Source: an optimization exercise on an open RTL-to-GDS flow (aim: small area, a short achievable clock period and few clock cycles). Production flows keep margins and buffers that such runs may drop.
No run shown here included a check of the RTL's function; only the layout flow was run.
No activity file was given, so power comes from the tool's default toggle rates.

===== flow/config.mk =====
export PLATFORM = sky130hd
export DESIGN_NAME = chd_huffdec
export DESIGN_NICKNAME = chd_huffdec
export VERILOG_FILES = /design/flow/design.v
export SDC_FILE = /design/flow/constraint.sdc
export NUM_CORES = 4
export LEC_CHECK = 0
export CAP_MARGIN = 20
export CORE_MARGIN = 2
export CORE_UTILIZATION = 40
export PLACE_DENSITY = 0.6
export SLEW_MARGIN = 20

===== flow/constraint.sdc =====
create_clock -name core_clock -period 12.0 [get_ports {clk}]
set_input_delay 2.4000 -clock core_clock [delete_from_list [all_inputs] [get_ports {clk}]]
set_output_delay 2.4000 -clock core_clock [all_outputs]
set_load 0.01 [all_outputs]

===== flow/design.v =====
module chd_huffdec (
    input  wire       clk,
    input  wire       rst,
    input  wire       start,
    input  wire [8:0] numcodes,
    input  wire [4:0] maxbits,
    input  wire [15:0] nsyms,
    output wire       busy,
    input  wire       in_valid,
    input  wire [7:0] in_data,
    output wire       in_ready,
    output reg        out_valid,
    output reg  [8:0] out_sym,
    output reg        done,
    output reg  [1:0] err
);
    localparam MAXCODES = 272;
    localparam B = 40;                  
    localparam S_IDLE  = 2'd0;
    localparam S_IMP   = 2'd1;
    localparam S_BUILD = 2'd2;
    localparam S_DEC   = 2'd3;
    reg [1:0]  st;
    reg        busy_r;
    reg        init;                    
    reg        rdy_r;
    reg [8:0]  nc_r;
    reg [4:0]  mb_r;
    reg [15:0] ns_r;                    
    assign busy     = busy_r;
    assign in_ready = rdy_r;
    reg [7:0]   br;
    reg         rv;
    reg [B-1:0] bb;                     
    reg [5:0]   n;                      
    wire [15:0] wt = bb[B-1:B-16];
    reg [8:0]  fcnt;                    
    reg        fld_v, fld_last, fld_big;
    reg [4:0]  fld_lo;
    reg [8:0]  fld_s;
    reg [8:0]  endpos [1:16];           
    reg        ins_v;
    reg [8:0]  ins_p, ins_s;
    reg [8:0]  arr [0:MAXCODES-1];      
    reg [4:0]  bl;                      
    reg [17:0] dacc;                    
    reg [16:0] lim [1:16];              
    reg [8:0]  nd  [1:16];              
    reg [8:0]  idx_r;
    reg        v1, t1;
    reg [1:0]  e1;
    wire [16:0] lt;                     
    assign lt[0] = 1'b0;
    wire [8:0] idxl [1:16];
    genvar gl;
    generate
        for (gl = 1; gl <= 16; gl = gl + 1) begin : g_len
            wire [gl-1:0] top = wt[15 -: gl];
            assign lt[gl] = ({1'b0, top} < lim[gl][gl:0]);
            if (gl >= 9) begin : g_w
                assign idxl[gl] = top[8:0] + nd[gl];
            end else begin : g_n
                assign idxl[gl] = {{(9-gl){1'b0}}, top} + nd[gl];
            end
        end
    endgenerate
    wire dec_go = (st == S_DEC);
    wire imp_go = (st == S_IMP) && (fcnt != nc_r) && (n >= {1'b0, mb_r});
    reg [16:1] hit;
    reg [16:1] csel;
    reg        any_hit;
    reg [8:0]  idx_n;
    reg [4:0]  c;
    integer l;
    always @(*) begin
        any_hit = 1'b0;
        idx_n   = 9'd0;
        c       = 5'd0;
        for (l = 1; l <= 16; l = l + 1) begin
            hit[l]  = dec_go && lt[l] && !lt[l-1] && (n >= l);
            csel[l] = hit[l] || (imp_go && (mb_r == l));
            any_hit = any_hit | hit[l];
            if (hit[l]) idx_n = idx_n | idxl[l];
            if (csel[l]) c = c | l[4:0];
        end
    end
    wire no_match = dec_go && !(|lt[16:1]) && (n >= {1'b0, mb_r});
    wire [B+7:0]  ins_w = rv ? ({br, {B{1'b0}}} >> n) : {(B+8){1'b0}};
    wire [B+15:0] ext   = {bb | ins_w[B+7:8], ins_w[7:0], 8'd0};
    reg  [B-1:0]  bb_sh;
    always @(*) begin
        bb_sh = (|csel) ? {B{1'b0}} : ext[B+15 -: B];
        for (l = 1; l <= 16; l = l + 1)
            if (csel[l]) bb_sh = bb_sh | ext[B+15-l -: B];
    end
    wire [5:0] n_next = n + (rv ? 6'd8 : 6'd0) - {1'b0, c};
    wire [15:0] fld_full = wt >> (5'd16 - mb_r);
    wire [8:0]  be     = endpos[bl];
    wire [17:0] lim_v  = {9'd0, be} + dacc;
    wire [17:0] dacc_n = {9'd0, be} + {dacc[16:0], 1'b0};
    wire [17:0] pw     = 18'd1 << bl;
    wire        kbad   = (lim_v > pw);
    wire fbad = fld_big || (fld_lo > mb_r);
    integer i;
    always @(posedge clk) begin
        done      <= 1'b0;
        out_valid <= v1;
        out_sym   <= arr[idx_r];
        v1        <= 1'b0;
        t1        <= 1'b0;
        fld_v     <= 1'b0;
        ins_v     <= 1'b0;
        init      <= 1'b0;
        if (t1) begin
            done   <= 1'b1;
            err    <= e1;
            busy_r <= 1'b0;
        end
        rv <= in_valid && rdy_r;
        if (in_valid && rdy_r) br <= in_data;
        bb    <= bb_sh;
        n     <= n_next;
        rdy_r <= ({1'b0, n_next} + (rdy_r ? 7'd8 : 7'd0)) <= 7'd32;
        if (imp_go) begin
            fld_v    <= 1'b1;
            fld_lo   <= fld_full[4:0];
            fld_big  <= |fld_full[15:5];
            fld_s    <= fcnt;
            fld_last <= (fcnt == nc_r - 9'd1);
            fcnt     <= fcnt + 9'd1;
        end
        if (fld_v && st == S_IMP) begin
            if (fbad) begin
                st     <= S_IDLE;
                done   <= 1'b1;
                err    <= 2'd3;
                busy_r <= 1'b0;
            end else begin
                if (fld_lo != 5'd0) begin
                    ins_v <= 1'b1;
                    ins_p <= endpos[fld_lo];
                    ins_s <= fld_s;
                    for (i = 1; i <= 16; i = i + 1)
                        if (i >= fld_lo) endpos[i] <= endpos[i] + 9'd1;
                end
                if (fld_last) st <= S_BUILD;
            end
        end
        if (ins_v) begin
            for (i = 0; i < MAXCODES; i = i + 1) begin
                if (i == ins_p)
                    arr[i] <= ins_s;
                else if (i > ins_p)
                    arr[i] <= arr[i-1];
            end
        end
        if (st == S_BUILD) begin
            lim[bl] <= lim_v[16:0];
            nd[bl]  <= 9'd0 - dacc[8:0];
            dacc    <= dacc_n;
            bl      <= bl + 5'd1;
            if (kbad) begin
                st     <= S_IDLE;
                done   <= 1'b1;
                err    <= 2'd3;
                busy_r <= 1'b0;
            end else if (bl == mb_r) begin
                if (ns_r == 16'd0) begin
                    st     <= S_IDLE;
                    done   <= 1'b1;
                    err    <= 2'd0;
                    busy_r <= 1'b0;
                end else begin
                    st <= S_DEC;
                end
            end
        end
        if (dec_go) begin
            idx_r <= idx_n;
            if (any_hit) begin
                v1   <= 1'b1;
                ns_r <= ns_r - 16'd1;
                if (ns_r == 16'd1) begin
                    st <= S_IDLE;
                    t1 <= 1'b1;
                    e1 <= 2'd0;
                end
            end else if (no_match) begin
                st <= S_IDLE;
                t1 <= 1'b1;
                e1 <= 2'd3;
            end
        end
        if (init) begin
            bb    <= {B{1'b0}};
            n     <= 6'd0;
            rdy_r <= 1'b1;
            fcnt  <= 9'd0;
            bl    <= 5'd1;
            dacc  <= 18'd0;
            for (i = 1; i <= 16; i = i + 1) begin
                endpos[i] <= 9'd0;
                lim[i]    <= 17'd0;
            end
            if (nc_r > MAXCODES) begin
                done   <= 1'b1;
                err    <= 2'd1;
                busy_r <= 1'b0;
            end else if (nc_r == 9'd0 || mb_r == 5'd0 || mb_r > 5'd16) begin
                done   <= 1'b1;
                err    <= 2'd2;
                busy_r <= 1'b0;
            end else begin
                st <= S_IMP;
            end
        end
        if (start && !busy_r) begin
            busy_r <= 1'b1;
            init   <= 1'b1;
            rdy_r  <= 1'b1;
            nc_r   <= numcodes;
            mb_r   <= maxbits;
            ns_r   <= nsyms;
        end
        if (rst) begin
            st        <= S_IDLE;
            busy_r    <= 1'b0;
            init      <= 1'b0;
            done      <= 1'b0;
            out_valid <= 1'b0;
            v1        <= 1'b0;
            t1        <= 1'b0;
            fld_v     <= 1'b0;
            ins_v     <= 1'b0;
            err       <= 2'd0;
        end
    end
endmodule

===== flow/run.sh =====
#!/bin/bash
# synth_recipe.tcl (not shown) runs the flow's synth.tcl, then flattens the netlist and writes it again
# the make line also repeats each setting of config.mk as NAME=value (left out here)
make -C /OpenROAD-flow-scripts/flow DESIGN_CONFIG=/design/flow/config.mk WORK_HOME=/design/flow/orfs CLKGATE_MAP_FILE= SYNTH_SCRIPT=/design/flow/synth_recipe.tcl finish

==> summary.txt, run 1 <==
# TYPE chip_impl_metric gauge
chip_impl_info{name="most_instantiated_flip_flop_cell_in_the_synthesis_netlist",value="sky130_fd_sc_hd__edfxtp_1"} 1
chip_impl_metric{name="die_w",unit="um"} 646
chip_impl_metric{name="hpwl_after_dpl",unit="um"} 1210000
chip_impl_metric{name="tritoncts.num_buffers",unit=""} 357
chip_impl_metric{name="design.portCount",unit=""} 57
chip_impl_metric{name="ys_types",unit=""} 93
chip_impl_metric{name="synth_top_cell_area_share",unit="%"} 48.7
chip_impl_metric{name="async_reset_ff_share",unit="%"} 0
chip_impl_metric{name="cts-hold-fix-buffers",unit=""} 0
chip_impl_metric{name="global_route_wire_length_before_repair",unit="um"} 2320000
chip_impl_info{name="status",value="stopped before the end"} 1
chip_impl_metric{name="synth_enable_flop_cells",unit=""} 2674
chip_impl_metric{name="cts_htree_levels",unit=""} 5
chip_impl_metric{name="io_buffers",unit=""} 56
chip_impl_metric{name="post-cts-setup-buffer-count",unit=""} 0
chip_impl_metric{name="pin_count_of_the_biggest_net_entering_global_routing",unit=""} 115
chip_impl_metric{name="die_h",unit="um"} 646
chip_impl_metric{name="grt_pass1_vias",unit=""} 180000
chip_impl_info{name="synth_largest_area_cell",value="sky130_fd_sc_hd__edfxtp_1"} 1
chip_impl_metric{name="floorplan.rows",unit=""} 235
chip_impl_info{name="leading_cell_types_by_total_area_after_synthesis",value="sky130_fd_sc_hd__edfxtp_1 (49%), sky130_fd_sc_hd__mux2_2 (17%), sky130_fd_sc_hd__dfxtp_1 (4.8%)"} 1
chip_impl_metric{name="grt-ovfl-total",unit=""} 1923
chip_impl_info{name="cts_root_buf",value="sky130_fd_sc_hd__clkbuf_16"} 1
chip_impl_metric{name="floorplan.initialDensity",unit="%"} 40.2
chip_impl_metric{name="post_cts.resized_instances",unit=""} 0
chip_impl_metric{name="mappedNetlistArea",unit="mm2"} 0.165
chip_impl_metric{name="gpl.final_weighted_congestion",unit=""} 1.44
chip_impl_metric{name="synth.ff_latch_count",unit=""} 3071
chip_impl_metric{name="synthesis.area_per_instance",unit="um2"} 12.1
chip_impl_metric{name="syn_inst",unit=""} 13600
chip_impl_metric{name="cts_buffer_depth",unit=""} 4
chip_impl_info{name="flow.first_error",value="[ERROR GRT-0116] Global routing finished with congestion. Check the congestion regions in the DRC Viewer."} 1
chip_impl_metric{name="ys.warnings.count",unit=""} 12
chip_impl_metric{name="grt_use_total",unit="%"} 83.8
chip_impl_info{name="last-stage-reached",value="global routing"} 1
chip_impl_metric{name="synth_sequential_area_ratio",unit="%"} 53.6
chip_impl_metric{name="syn_nets",unit=""} 14000
chip_impl_metric{name="numClockSinks",unit=""} 3071
## cell families after synthesis
family / count (synthesis) / synth area share (%)
and+or+nand+nor: 3148 / 9.27
AOI/OAI and AO/OA: 2900 / 12.5
adders and majority gates: 329 / 2.59
xor gates and xnor gates: 282 / 1.50
DFF: 3071 / 53.6
muxes: 2538 / 17.4
buffers and inverters: 1330 / 3.15
## stage by stage
stage | cells | hold WS (ns) | worst slack, ns | util (%) | instance area, um2
after floorplan | 13600 | 0.400 | 6.25 | - | 165000
after global placement | 19000 | 0.401 | 4.14 | 43.3 | 178000
after detailed placement | 19100 | 0.406 | 4.63 | 43.5 | 178000
after CTS | 19700 | 0.419 | 4.57 | 46.3 | 190000
## cells in the mapped netlist (all sizes together), types with 61 or more instances
| master | number |
|---|---|
| edfxtp | 2674 |
| mux2 | 2464 |
| nor2 | 1028 |
| clkbuf | 814 |
| nand2 | 686 |
| a22oi | 604 |
| a21oi | 529 |
| dfxtp | 397 |
| o22ai | 365 |
| inv | 316 |
| ha | 310 |
| nor3 | 288 |
| o21ai | 241 |
| nand3 | 218 |
| buf | 195 |
| nand4 | 193 |
| a32oi | 187 |
| xnor2 | 167 |
| a221oi | 153 |
| nor4 | 152 |
| a22o | 147 |
| xor2 | 115 |
| nor2b | 91 |
| and3 | 84 |
| a222oi | 83 |
| a211oi | 81 |
| and2 | 64 |
| nand2b | 63 |
| a21o | 61 |
## routing by layer
layer | GRT overflow | global-route usage, %
met3 | 153 | 76.5
met2 | 879 | 92.1
met5 | 18 | 60.5
met4 | 761 | 76.6
met1 | 112 | 86.4
## power by group through the flow
| stage | clock [mW] | combinational, mW | sequential, mW |
|---|---|---|---|
| floorplan | 0 | 2.34 | 11.9 |
| detailed placement | 0 | 3.47 | 11.9 |
| global placement | 0 | 3.40 | 11.9 |
| CTS | 11.3 | 3.50 | 11.7 |
## worst min-delay path by stage
stage,slack (ns),endpoint,start,cells after the start
after floorplan,0.40,ins_s[0]$_DFFE_PP_,fld_s[0]$_DFFE_PP_,0
after CTS,0.42,ins_s[6]$_DFFE_PP_,fld_s[6]$_DFFE_PP_,0
after detailed placement,0.41,ins_s[7]$_DFFE_PP_,fld_s[7]$_DFFE_PP_,0
after global placement,0.40,ins_s[7]$_DFFE_PP_,fld_s[7]$_DFFE_PP_,0
==> inputs of run 2 (changes only) <==
--- a/flow/design.v
+++ b/flow/design.v
@@ -101,6 +101,22 @@
     wire [17:0] pw     = 18'd1 << bl;
     wire        kbad   = (lim_v > pw);
     wire fbad = fld_big || (fld_lo > mb_r);
+    genvar ga;
+    generate
+        for (ga = 0; ga < MAXCODES; ga = ga + 1) begin : g_arr
+            wire ld   = ins_v && (ins_p == ga);
+            wire hold = !(ins_v && (ins_p <= ga));
+            wire [8:0] below;
+            if (ga == 0) begin : g0
+                assign below = 9'd0;
+            end else begin : gn
+                assign below = arr[ga-1];
+            end
+            wire sh = !hold && !ld;
+            wire [8:0] d = ({9{hold}} & arr[ga]) | ({9{sh}} & below) | ({9{ld}} & ins_s);
+            always @(posedge clk) arr[ga] <= d;
+        end
+    endgenerate
     integer i;
     always @(posedge clk) begin
         done      <= 1'b0;
@@ -146,14 +162,6 @@
                 if (fld_last) st <= S_BUILD;
             end
         end
-        if (ins_v) begin
-            for (i = 0; i < MAXCODES; i = i + 1) begin
-                if (i == ins_p)
-                    arr[i] <= ins_s;
-                else if (i > ins_p)
-                    arr[i] <= arr[i-1];
-            end
-        end
         if (st == S_BUILD) begin
             lim[bl] <= lim_v[16:0];
             nd[bl]  <= 9'd0 - dacc[8:0];
--- a/flow/config.mk
+++ b/flow/config.mk
@@ -7,6 +7,6 @@
 export LEC_CHECK = 0
 export CAP_MARGIN = 20
 export CORE_MARGIN = 2
-export CORE_UTILIZATION = 40
-export PLACE_DENSITY = 0.6
+export CORE_UTILIZATION = 25
+export PLACE_DENSITY = 0.45
 export SLEW_MARGIN = 20
==> summary.txt, run 2 <==
# TYPE chip_impl_metric gauge
chip_impl_info{name="status",value="stopped before the end"} 1
chip_impl_info{name="last-stage-reached",value="global routing"} 1
chip_impl_info{name="flow.first_error",value="[ERROR GRT-0116] Global routing finished with congestion. Check the congestion regions in the DRC Viewer."} 1
chip_impl_metric{name="cts-hold-fix-buffers",unit=""} 0
chip_impl_metric{name="cts_htree_levels",unit=""} 5
chip_impl_info{name="most_instantiated_flip_flop_cell_in_the_synthesis_netlist",value="sky130_fd_sc_hd__dfxtp_1"} 1
chip_impl_info{name="synth_largest_area_cell",value="sky130_fd_sc_hd__dfxtp_1"} 1
chip_impl_metric{name="numClockSinks",unit=""} 3071
chip_impl_metric{name="synthesis.area_per_instance",unit="um2"} 9.06
chip_impl_metric{name="tritoncts.num_buffers",unit=""} 383
chip_impl_metric{name="placed_cell_area",unit="mm2"} 0.168
chip_impl_metric{name="synth_enable_flop_cells",unit=""} 235
chip_impl_metric{name="syn_nets",unit=""} 16600
chip_impl_metric{name="pin_count_of_the_biggest_net_entering_global_routing",unit=""} 105
chip_impl_metric{name="synth_sequential_area_ratio",unit="%"} 43.5
chip_impl_metric{name="gpl.final_weighted_congestion",unit=""} 1.36
chip_impl_info{name="synth_most_common_cell",value="sky130_fd_sc_hd__dfxtp_1"} 1
chip_impl_info{name="ys_top_cells_by_count",value="sky130_fd_sc_hd__dfxtp_1 (2836), sky130_fd_sc_hd__inv_1 (2590), sky130_fd_sc_hd__a222oi_1 (2387), sky130_fd_sc_hd__nor2_1 (1014), sky130_fd_sc_hd__nand2_1 (895)"} 1
chip_impl_metric{name="design.portCount",unit=""} 57
chip_impl_metric{name="post_cts.resized_instances",unit=""} 0
chip_impl_metric{name="syn_inst",unit=""} 16200
chip_impl_metric{name="grt_use_total",unit="%"} 70.7
chip_impl_metric{name="mappedNetlistArea",unit="mm2"} 0.147
chip_impl_metric{name="io_buffers",unit=""} 56
chip_impl_metric{name="ys.warnings.count",unit=""} 12
chip_impl_info{name="cts_root_buf",value="sky130_fd_sc_hd__clkbuf_16"} 1
chip_impl_metric{name="synth_top_cell_area_share",unit="%"} 38.6
chip_impl_metric{name="grt-ovfl-total",unit=""} 28
chip_impl_metric{name="grt_pass1_vias",unit=""} 187000
chip_impl_metric{name="synth.ff_latch_count",unit=""} 3071
chip_impl_metric{name="floorplan.rows",unit=""} 281
chip_impl_metric{name="die_w",unit="um"} 771
chip_impl_info{name="leading_cell_types_by_total_area_after_synthesis",value="sky130_fd_sc_hd__dfxtp_1 (39%), sky130_fd_sc_hd__a222oi_1 (16%), sky130_fd_sc_hd__inv_1 (6.6%)"} 1
chip_impl_metric{name="hpwl_after_dpl",unit="um"} 1610000
chip_impl_metric{name="cts_buffer_depth",unit=""} 4
chip_impl_metric{name="global_route_wire_length_before_repair",unit="um"} 2660000
chip_impl_metric{name="floorplan.initialDensity",unit="%"} 25.1
chip_impl_metric{name="ys_types",unit=""} 105
chip_impl_metric{name="die_h",unit="um"} 771
chip_impl_metric{name="post-cts-setup-buffer-count",unit=""} 0
chip_impl_metric{name="async_reset_ff_share",unit="%"} 0
run 2: cell types whose count changed after synthesis, moves of 38 or more:
cell                       before   now
sky130_fd_sc_hd__mux2_2      2459    14
sky130_fd_sc_hd__dfxtp_1      397  2836
sky130_fd_sc_hd__edfxtp_1    2674   235
sky130_fd_sc_hd__a222oi_1      83  2387
sky130_fd_sc_hd__inv_1        315  2590
sky130_fd_sc_hd__nand2_1      683   895
sky130_fd_sc_hd__o21ai_1        0   192
sky130_fd_sc_hd__a22oi_1      604   794
sky130_fd_sc_hd__a32oi_1      187   120
sky130_fd_sc_hd__a21oi_1      529   594
sky130_fd_sc_hd__xor2_1       115   161
sky130_fd_sc_hd__a221oi_1     153   194
sky130_fd_sc_hd__nor3_1       286   248
run 2: logic make-up after synthesis:
group           synth area share, %
flops                          43.5
compound gates                 31.5
mux                           0.597
buf+inv                        9.51
xor+xnor                       1.76
fa+ha+maj                      2.90
simple gates                   10.3
run 2: worst max path at each step:
stage | from | end | depth (start not counted)
after CTS | bl[0]$_SDFFE_PP1P_ | st[0]$_SDFF_PP0_ | 30
after detailed placement | bl[0]$_SDFFE_PP1P_ | st[0]$_SDFF_PP0_ | 30
after global placement | bl[0]$_SDFFE_PP1P_ | busy_r$_SDFF_PP0_ | 29
after floorplan | bl[2]$_SDFFE_PP0P_ | st[0]$_SDFF_PP0_ | 31
run 2: through the flow:
step,setup WS [ns],util (%),std cells
4_1_cts,3.69,31.0,25200
3_5_place_dp,3.72,28.7,24400
3_3_place_gp,3.07,28.5,24400
2_1_floorplan,6.27,-,16200
run 2: power by group through the flow:
stage | registers [mW] | clock network [mW] | logic (mW)
floorplan | 10.8 | 0 | 2.00
global placement | 10.8 | 0 | 3.17
detailed placement | 10.8 | 0 | 3.21
CTS | 10.5 | 13.1 | 3.23
run 2: metal layers:
layer / GRT overflow / GRT usage [%]
met5: 0 / 41.1
met4: 13 / 65.6
met3: 1 / 59.6
met2: 14 / 82.0
met1: 0 / 72.6
